Context: an optimization exercise on an open-source flow, tuned for small area, a short achievable clock period and few clock cycles per item. The choices shown serve that exercise and are no tape-out recipe.
Function was checked by simulation only, so behaviour that the tests miss may differ from the original.

==> design.v <==
module modexp64 (
    input  wire        clk,
    input  wire        rst,
    input  wire        start,
    input  wire        op,
    input  wire [63:0] a,
    input  wire [63:0] e,
    input  wire [63:0] m,
    output wire        ready,
    output reg         done,
    output wire [63:0] result,
    output reg  [3:0]  errcode
);
    localparam integer K  = 6;                    
    localparam integer ND = (66 + K - 1) / K;     
    localparam integer N  = ND * K;               
    localparam [4:0] S_IDLE   = 5'd0;
    localparam [4:0] S_CHK    = 5'd1;
    localparam [4:0] S_ALIGN  = 5'd2;
    localparam [4:0] S_REDUCE = 5'd3;
    localparam [4:0] S_SWAP   = 5'd4;
    localparam [4:0] S_FIN    = 5'd5;    
    localparam [4:0] S_PSET   = 5'd6;    
    localparam [4:0] S_L2     = 5'd7;
    localparam [4:0] S_DBL    = 5'd8;    
    localparam [4:0] S_CONVB  = 5'd9;
    localparam [4:0] S_HEAD   = 5'd10;
    localparam [4:0] S_MRUN   = 5'd11;   
    localparam [4:0] S_SRUN   = 5'd12;   
    localparam [4:0] S_FRUN   = 5'd13;   
    localparam [4:0] S_MCONV  = 5'd14;
    localparam [4:0] S_SCONV  = 5'd15;
    localparam [4:0] S_FCONV  = 5'd16;
    reg [4:0]  st;
    reg        rdy;
    reg [63:0] M;          
    reg [63:0] E;          
    reg [64:0] B;          
    reg [64:0] Rs;         
    reg [65:0] XM;         
    reg [64:0] S;          
    reg [65:0] C;          
    reg        op_r;
    reg        neg0;       
    reg        res_one;    
    reg        sadd;       
    reg [6:0]  cnt;
    reg [3:0]  j;
    reg [2:0]  b;
    assign ready  = rdy;
    assign result = Rs[63:0];
    wire fast = M[0];
    wire [66:0] cpa1 = {2'b00, S} + {1'b0, C};
    wire inv_mode = (st == S_ALIGN) || (st == S_REDUCE);
    wire z_plus   = (st == S_CONVB) || (st == S_MCONV) || (st == S_SCONV) || (st == S_FIN);
    wire z_neg    = !inv_mode && !z_plus;
    wire sinv     = (st == S_FIN);
    wire cin2     = inv_mode || z_neg || sinv;
    wire [67:0] p2 = inv_mode ? {3'b000, B}  : ({3'b000, S} ^ {68{sinv}});
    wire [67:0] q2 = inv_mode ? ~{3'b000, Rs} : {2'b00, C};
    wire [67:0] z2 = z_plus ? {4'b0000, M} : (z_neg ? ~{4'b0000, M} : 68'd0);
    wire [67:0] s2 = p2 ^ q2 ^ z2;
    wire [67:0] c2 = {((p2 & q2) | (p2 & z2) | (q2 & z2)), cin2};
    wire [67:0] cpa2 = s2 + c2;
    wire        ge = !cpa2[67];
    wire s_nz = |S;
    wire alu_sel = (st == S_FIN) ? (neg0 && s_nz) : ge;
    wire [64:0] alu = alu_sel ? cpa2[64:0] : cpa1[64:0];
    wire [N-1:0] ysrc = {{(N-65){1'b0}}, ((st == S_SRUN) ? B : Rs)};
    wire [K-1:0] ydig_raw = ysrc[K*j +: K];
    wire [K-1:0] ydig = (st == S_FRUN) ? ((j == 4'd0) ? {{(K-1){1'b0}}, 1'b1} : {K{1'b0}}) : ydig_raw;
    wire         ybit = ydig_raw[b];
    reg [64:0] ms;
    reg [65:0] mc;
    reg [65:0] addend, sum, mj;
    reg        q, yb;
    integer    t;
    always @* begin
        ms = S;
        mc = C;
        for (t = 0; t < K; t = t + 1) begin
            yb = ydig[t];
            q  = ms[0] ^ mc[0] ^ (yb & B[0]);
            addend = yb ? (q ? XM : {1'b0, B}) : (q ? {2'b00, M} : 66'd0);
            sum = {1'b0, ms} ^ mc ^ addend;
            mj  = ({1'b0, ms} & mc) | ({1'b0, ms} & addend) | (mc & addend);
            ms  = sum[65:1];
            mc  = mj;
        end
    end
    wire e_z2 = (E[63:2] == 62'd0);
    wire e_z1 = e_z2 && !E[1];
    wire e_z0 = e_z1 && !E[0];
    wire last_bit = (j == 4'd0) && (b == 3'd0);
    always @(posedge clk) begin
        if (rst) begin
            st   <= S_IDLE;
            rdy  <= 1'b1;
            done <= 1'b0;
        end else begin
            done <= 1'b0;
            case (st)
            S_IDLE: begin
                M    <= m;
                E    <= e;
                B    <= {1'b0, a};
                Rs   <= {1'b0, m};
                S    <= 65'd1;
                C    <= 66'd0;
                op_r <= op;
                neg0 <= 1'b0;
                cnt  <= 7'd0;
                if (start) begin
                    st  <= S_CHK;
                    rdy <= 1'b0;
                end
            end
            S_CHK: begin
                if (M == 64'd0) begin
                    done    <= 1'b1;
                    errcode <= 4'd5;
                    st      <= S_IDLE;
                    rdy     <= 1'b1;
                end else if (!op_r && e_z0) begin
                    Rs      <= alu;           
                    done    <= 1'b1;
                    errcode <= 4'd0;
                    st      <= S_IDLE;
                    rdy     <= 1'b1;
                end else begin
                    st <= S_ALIGN;
                end
            end
            S_ALIGN: begin
                if (cnt == 7'd0 && Rs == 65'd0) begin
                    if (B != 65'd1) begin
                        done    <= 1'b1;
                        errcode <= 4'd7;
                        st      <= S_IDLE;
                        rdy     <= 1'b1;
                    end else begin
                        C  <= 66'd0;
                        st <= S_FIN;
                    end
                end else if (ge) begin
                    Rs  <= {Rs[63:0], 1'b0};
                    C   <= {C[64:0], 1'b0};
                    cnt <= cnt + 7'd1;
                end else if (cnt == 7'd0) begin
                    st <= op_r ? S_SWAP : S_PSET;
                end else begin
                    Rs  <= {1'b0, Rs[64:1]};
                    C   <= {1'b0, C[65:1]};
                    cnt <= cnt - 7'd1;
                    st  <= S_REDUCE;
                end
            end
            S_REDUCE: begin
                if (ge) begin
                    B <= cpa2[64:0];
                    S <= cpa1[64:0];
                end
                if (cnt == 7'd0) begin
                    st <= op_r ? S_SWAP : S_PSET;
                end else begin
                    Rs  <= {1'b0, Rs[64:1]};
                    C   <= {1'b0, C[65:1]};
                    cnt <= cnt - 7'd1;
                end
            end
            S_SWAP: begin
                B    <= Rs;
                Rs   <= B;
                S    <= C[64:0];
                C    <= {1'b0, S};
                neg0 <= !neg0;
                st   <= S_ALIGN;
            end
            S_FIN: begin
                Rs      <= alu;
                done    <= 1'b1;
                errcode <= 4'd0;
                st      <= S_IDLE;
                rdy     <= 1'b1;
            end
            S_PSET: begin
                res_one <= 1'b1;
                cnt     <= 7'd0;
                if (fast) begin
                    C  <= {1'b0, B};
                    st <= S_L2;
                end else begin
                    S  <= 65'd0;
                    C  <= 66'd0;
                    st <= S_HEAD;
                end
            end
            S_L2: begin
                S  <= C[64:0];
                st <= S_DBL;
            end
            S_DBL: begin
                S   <= alu;
                C   <= (cnt == N - 1) ? 66'd0 : {1'b0, alu};
                cnt <= cnt + 7'd1;
                if (cnt == N - 1) st <= S_CONVB;
            end
            S_CONVB: begin
                B  <= cpa1[64:0];
                XM <= cpa2[65:0];
                S  <= 65'd0;
                C  <= 66'd0;
                st <= S_HEAD;
            end
            S_HEAD: begin
                j    <= fast ? 4'd0 : (ND - 1);
                b    <= K - 1;
                sadd <= 1'b0;
                if (E[0]) begin
                    Rs      <= B;
                    res_one <= 1'b0;
                    if (e_z2 && !E[1]) begin
                        if (fast) begin
                            st <= S_FRUN;
                        end else begin
                            done    <= 1'b1;
                            errcode <= 4'd0;
                            st      <= S_IDLE;
                            rdy     <= 1'b1;
                        end
                    end else begin
                        st <= S_SRUN;
                    end
                end else begin
                    st <= S_SRUN;
                end
            end
            S_MRUN, S_SRUN, S_FRUN: begin
                if (fast) begin
                    S <= ms;
                    C <= mc;
                    j <= j + 4'd1;
                    if (j == ND - 1)
                        st <= (st == S_MRUN) ? S_MCONV : (st == S_SRUN) ? S_SCONV : S_FCONV;
                end else begin
                    S <= alu;
                    if (!sadd && ybit) begin
                        C    <= {1'b0, B};
                        sadd <= 1'b1;
                    end else begin
                        C    <= last_bit ? 66'd0 : {1'b0, alu};
                        sadd <= 1'b0;
                        if (b == 3'd0) begin
                            b <= K - 1;
                            j <= j - 4'd1;
                        end else begin
                            b <= b - 3'd1;
                        end
                        if (last_bit) st <= (st == S_MRUN) ? S_MCONV : S_SCONV;
                    end
                end
            end
            S_MCONV: begin
                S    <= 65'd0;
                C    <= 66'd0;
                j    <= fast ? 4'd0 : (ND - 1);
                b    <= K - 1;
                sadd <= 1'b0;
                if (e_z2 && !E[1]) begin
                    if (fast) begin
                        B  <= cpa1[64:0];
                        XM <= cpa2[65:0];
                        st <= S_FRUN;
                    end else begin
                        Rs      <= cpa1[64:0];
                        done    <= 1'b1;
                        errcode <= 4'd0;
                        st      <= S_IDLE;
                        rdy     <= 1'b1;
                    end
                end else begin
                    Rs <= cpa1[64:0];
                    st <= S_SRUN;
                end
            end
            S_SCONV: begin
                B    <= cpa1[64:0];
                XM   <= cpa2[65:0];
                S    <= 65'd0;
                C    <= 66'd0;
                E    <= {1'b0, E[63:1]};
                j    <= fast ? 4'd0 : (ND - 1);
                b    <= K - 1;
                sadd <= 1'b0;
                if (E[1]) begin
                    if (res_one) begin
                        Rs      <= cpa1[64:0];
                        res_one <= 1'b0;
                        if (e_z2) begin
                            if (fast) begin
                                st <= S_FRUN;
                            end else begin
                                done    <= 1'b1;
                                errcode <= 4'd0;
                                st      <= S_IDLE;
                                rdy     <= 1'b1;
                            end
                        end else begin
                            st <= S_SRUN;
                        end
                    end else begin
                        st <= S_MRUN;
                    end
                end else begin
                    st <= S_SRUN;
                end
            end
            S_FCONV: begin
                Rs      <= alu;
                done    <= 1'b1;
                errcode <= 4'd0;
                st      <= S_IDLE;
                rdy     <= 1'b1;
            end
            default: begin
                st  <= S_IDLE;
                rdy <= 1'b1;
            end
            endcase
        end
    end
endmodule
==> run.sh <==
#!/bin/bash
# synth_recipe.tcl (not shown) runs the flow's synth.tcl, then flattens the netlist and writes it again
# the make line also repeats each setting of config.mk as NAME=value (left out here)
make -C /OpenROAD-flow-scripts/flow DESIGN_CONFIG=/design/flow/config.mk WORK_HOME=/design/flow/orfs CLKGATE_MAP_FILE= SYNTH_SCRIPT=/design/flow/synth_recipe.tcl finish
==> config.mk <==
export PLATFORM = sky130hd
export DESIGN_NAME = modexp64
export DESIGN_NICKNAME = modexp64
export VERILOG_FILES = /design/flow/design.v
export SDC_FILE = /design/flow/constraint.sdc
export NUM_CORES = 4
export LEC_CHECK = 0
export CAP_MARGIN = 20
export CORE_MARGIN = 2
export CORE_UTILIZATION = 40
export SLEW_MARGIN = 20
==> constraint.sdc <==
create_clock -name core_clock -period 15.0 [get_ports {clk}]
set_input_delay 3.0000 -clock core_clock [delete_from_list [all_inputs] [get_ports {clk}]]
set_output_delay 3.0000 -clock core_clock [all_outputs]
set_load 0.01 [all_outputs]
==> reports/results.ini <==
[timing]
timing.slew.headroom_pct=8.82
fin_crit_sh_pct=90.8
rsz0062_at_grt=false
fmax_mhz=73.4
skew_ps=31.6
worstMarginPinSlew_ps=1350
timing.final.crit_period_ps=13620
hold_viol=0
finalSetupTns_ps=0
setup_violations=0
whs_ps=540
final-max-slew-violation-count=0

[clocking]
htree_levels=3
tritoncts=yes
clk_latency_ps=700
cts.sinks=482
cts_buffers=67
clk_pin_slew_ps=60
cts_hold_buf=0
post_cts_buffers=0
ctsResizeCount=0
cts_buffer_depth=3
cts-root-buf=clkbuf_16

[final_layout]
layout-drive-gt1-share_pct=7.42
layoutNonFillerInstCount=9416
syn2layout_area_growth_pct=11.3
fin_nets=8127
n_fill_cell=14700

[grt]
grt_pass1_wl_um=489000
grt_usage_pct=44.9
grt_max_degree=106
overflow=0
first_global_vias=63400
antenna_found_initial=44

[die]
io_pins=266
rows=142
start_util_pct=40.2
die_h_um=392
coreArea_um2=150000
die_x_um=392
dieArea_um2=153000

[yosys]
syn-num-nets=8277
synthArstFlopShare_pct=0
ys_warn_count=1
yosys.cell_count.top_type=nand2_1
ys_seq_area_share_pct=23.9
synth_top_area_share_pct=23.7
synth_edf_count=475
synth_area_um2=60200
synth_top_cells_by_count=1,515 x nand2_1, 878 x a21oi_1, 595 x clkbuf_1
yosys.area.top_type=edfxtp_1
ys_seq_elements=482
synthTopCellsByArea=edfxtp_1 24%, fa_1 15%, nand2_1 9.5%
synth.avg_cell_area_um2=8.04
synth_ff_type=edfxtp_1
syn_inst=7478
synth.distinct_cells=95

[routing]
drtIter0Drc=12300
ant_nets=0
drt_first_pass_iters=9
vias=67000
drt_wl_total_um=354000
wl_per_cell_um=37.6
drc=0
viasPerCell=7.11

[setup_path]
r2r_slack_ps=1380
setup.worst_path.end=C[47]
critPathMaxStageDelay_ps=680
worst-path-max-fanout=27
setup.worst_path.start=st[0]
cp_data_required_time_ps=15430
worst-setup-path-type=reg2reg
r2r_end=C[47]
r2r_start=st[0]
cp_data_arrival_time_ps=14050
crit_path_start_kind=register
cp_common_cell=a21oi_1
rr_worst_depth=49
crit_slowest_cell=or3b_1
end_kind=register

[placement]
hpwl_um=246000
io_buffer_count=264
gp_congestion=1.04
place_inst=9274

[run]
maxCapViolCount=0

[hold_path]
hold_class=reg2reg

[run_status]
outcome=complete, no violations

-- registers in the layout, indices dropped and copies added (netlist names) --
register	count
M	64
B	65
E	64
Rs	65
st	5
errcode	2
j	4
C	66
sadd	1
S	65
res_one	1
b	3
neg0	1
rdy	1
done	1
op_r	1
cnt	7
XM	66
-- how the worst min path moves through the flow --
stage                     start  endpoint  cells after the start
after global placement    E[27]     E[26]                      2
after detailed placement  E[13]     E[12]                      2
after floorplan           E[19]     E[18]                      2
final                     E[13]     E[12]                      2
after CTS                 E[13]     E[12]                      2
after global routing      E[16]     E[15]                      2
-- placed cells by master (no fill, tap or decap), drive strengths merged, types with 15 or more instances in the layout --
cell,instances
nand2,1515
a21oi,878
o21ai,567
edfxtp,475
fa,453
inv,401
nor2,377
mux2i,342
clkdlybuf4s50,264
buf,251
o211ai,169
ha,150
a221oi,110
nor4,91
clkbuf,84
xnor2,82
a211oi,78
a22oi,76
o221a,70
a21o,68
nand3,62
xor2,61
nand4,58
o22ai,54
nor3,53
nand2b,49
o32a,44
o221ai,40
o21bai,39
a222oi,33
o21a,31
a31oi,29
clkinv,26
diode,24
and2,24
and3,21
mux2,19
o31ai,17
or3,15
nor2b,15
-- through the flow --
step | cell area (um^2) | setup WS (ps) | util [%]
floorplan | 60200 | 657 | -
detailed placement | 64700 | 1610 | 43.3
global placement | 64700 | 1620 | 43.3
global route | 66900 | 898 | 44.7
finish | 67000 | 1380 | 44.8
CTS | 66900 | 1580 | 44.7
-- worst max-delay path, delay by kind of cell (launching register included) --
family	cells	cell delay, ps
AND/OR/NAND/NOR	8	1840
flip-flops	1	290
multiplexers	3	950
buffers and inverters	8	1530
XOR/XNOR	5	920
AO/OA/AOI/OAI	14	2110
adder cells (fa/ha/maj)	11	5600
-- cell families (layout without fill, tap and decap cells) --
logic type | Yosys count | in the layout | share of synthesized area [%]
xor gates and xnor gates | 143 | 143 | 2.08
DFF | 482 | 482 | 23.9
muxes | 372 | 372 | 6.46
AOI/OAI and AO/OA | 2422 | 2422 | 25.6
buffers and inverters | 1138 | 1036 | 7.60
adders and majority gates | 606 | 606 | 18.2
other | 1 | 25 | 0.00623
and+or+nand+nor | 2314 | 2314 | 16.1
-- area by class of cell --
class	instances	area, um^2	share of cell area, %
Tap cell	2016	2520	3.77
Sequential cell	482	14400	21.5
Clock buffer	84	1830	2.73
Clock inverter	33	307	0.458
Multi-Input combinational cell	5858	41700	62.3
Inverter	404	1520	2.27
Timing Repair Buffer	515	4620	6.90
Antenna cell	24	60.1	0.0897
-- routing by layer --
| metal | global-route usage [%] | vias to the layer above | routed length [um] |
|---|---|---|---|
| met5 | 0 | - | 239 |
| met4 | 30.4 | 38 | 29700 |
| met3 | 21.3 | 1728 | 61500 |
| met2 | 60.9 | 6686 | 137000 |
| met1 | 55.9 | 32100 | 125000 |
| li1 | - | 26400 | - |
Testbench counts, summed over its fixed seeds: cycles 171,927, items 192.

[static timing again, ports no longer ideal]
Ports are ideal in the flow. The routed layout listed here was re-timed in OpenROAD. Step 1 (the two cells are an assumption about what drives the block):
set clk [get_ports {clk}]
set_driving_cell -lib_cell sky130_fd_sc_hd__clkbuf_16 $clk
set_driving_cell -lib_cell sky130_fd_sc_hd__buf_2 [delete_from_list [all_inputs] $clk]
Step 2 moves the port delays by t, midway between the first and last clock arrival at a register: inputs arrive t later, outputs are due t later. That takes back most of the time a late clock gives input paths. Three values: ideal, step 1, step 2; two values: the first two.
shift t [ns]: 0.774
setup slack, ns: 1.379 / 1.379 / 1.379
worst slew at a driven data input, ns: 0.17
After both steps setup and hold are still met in this run. The setup slack of this run moves by 0.000 ns with the drivers and by 0.000 ns with both steps.
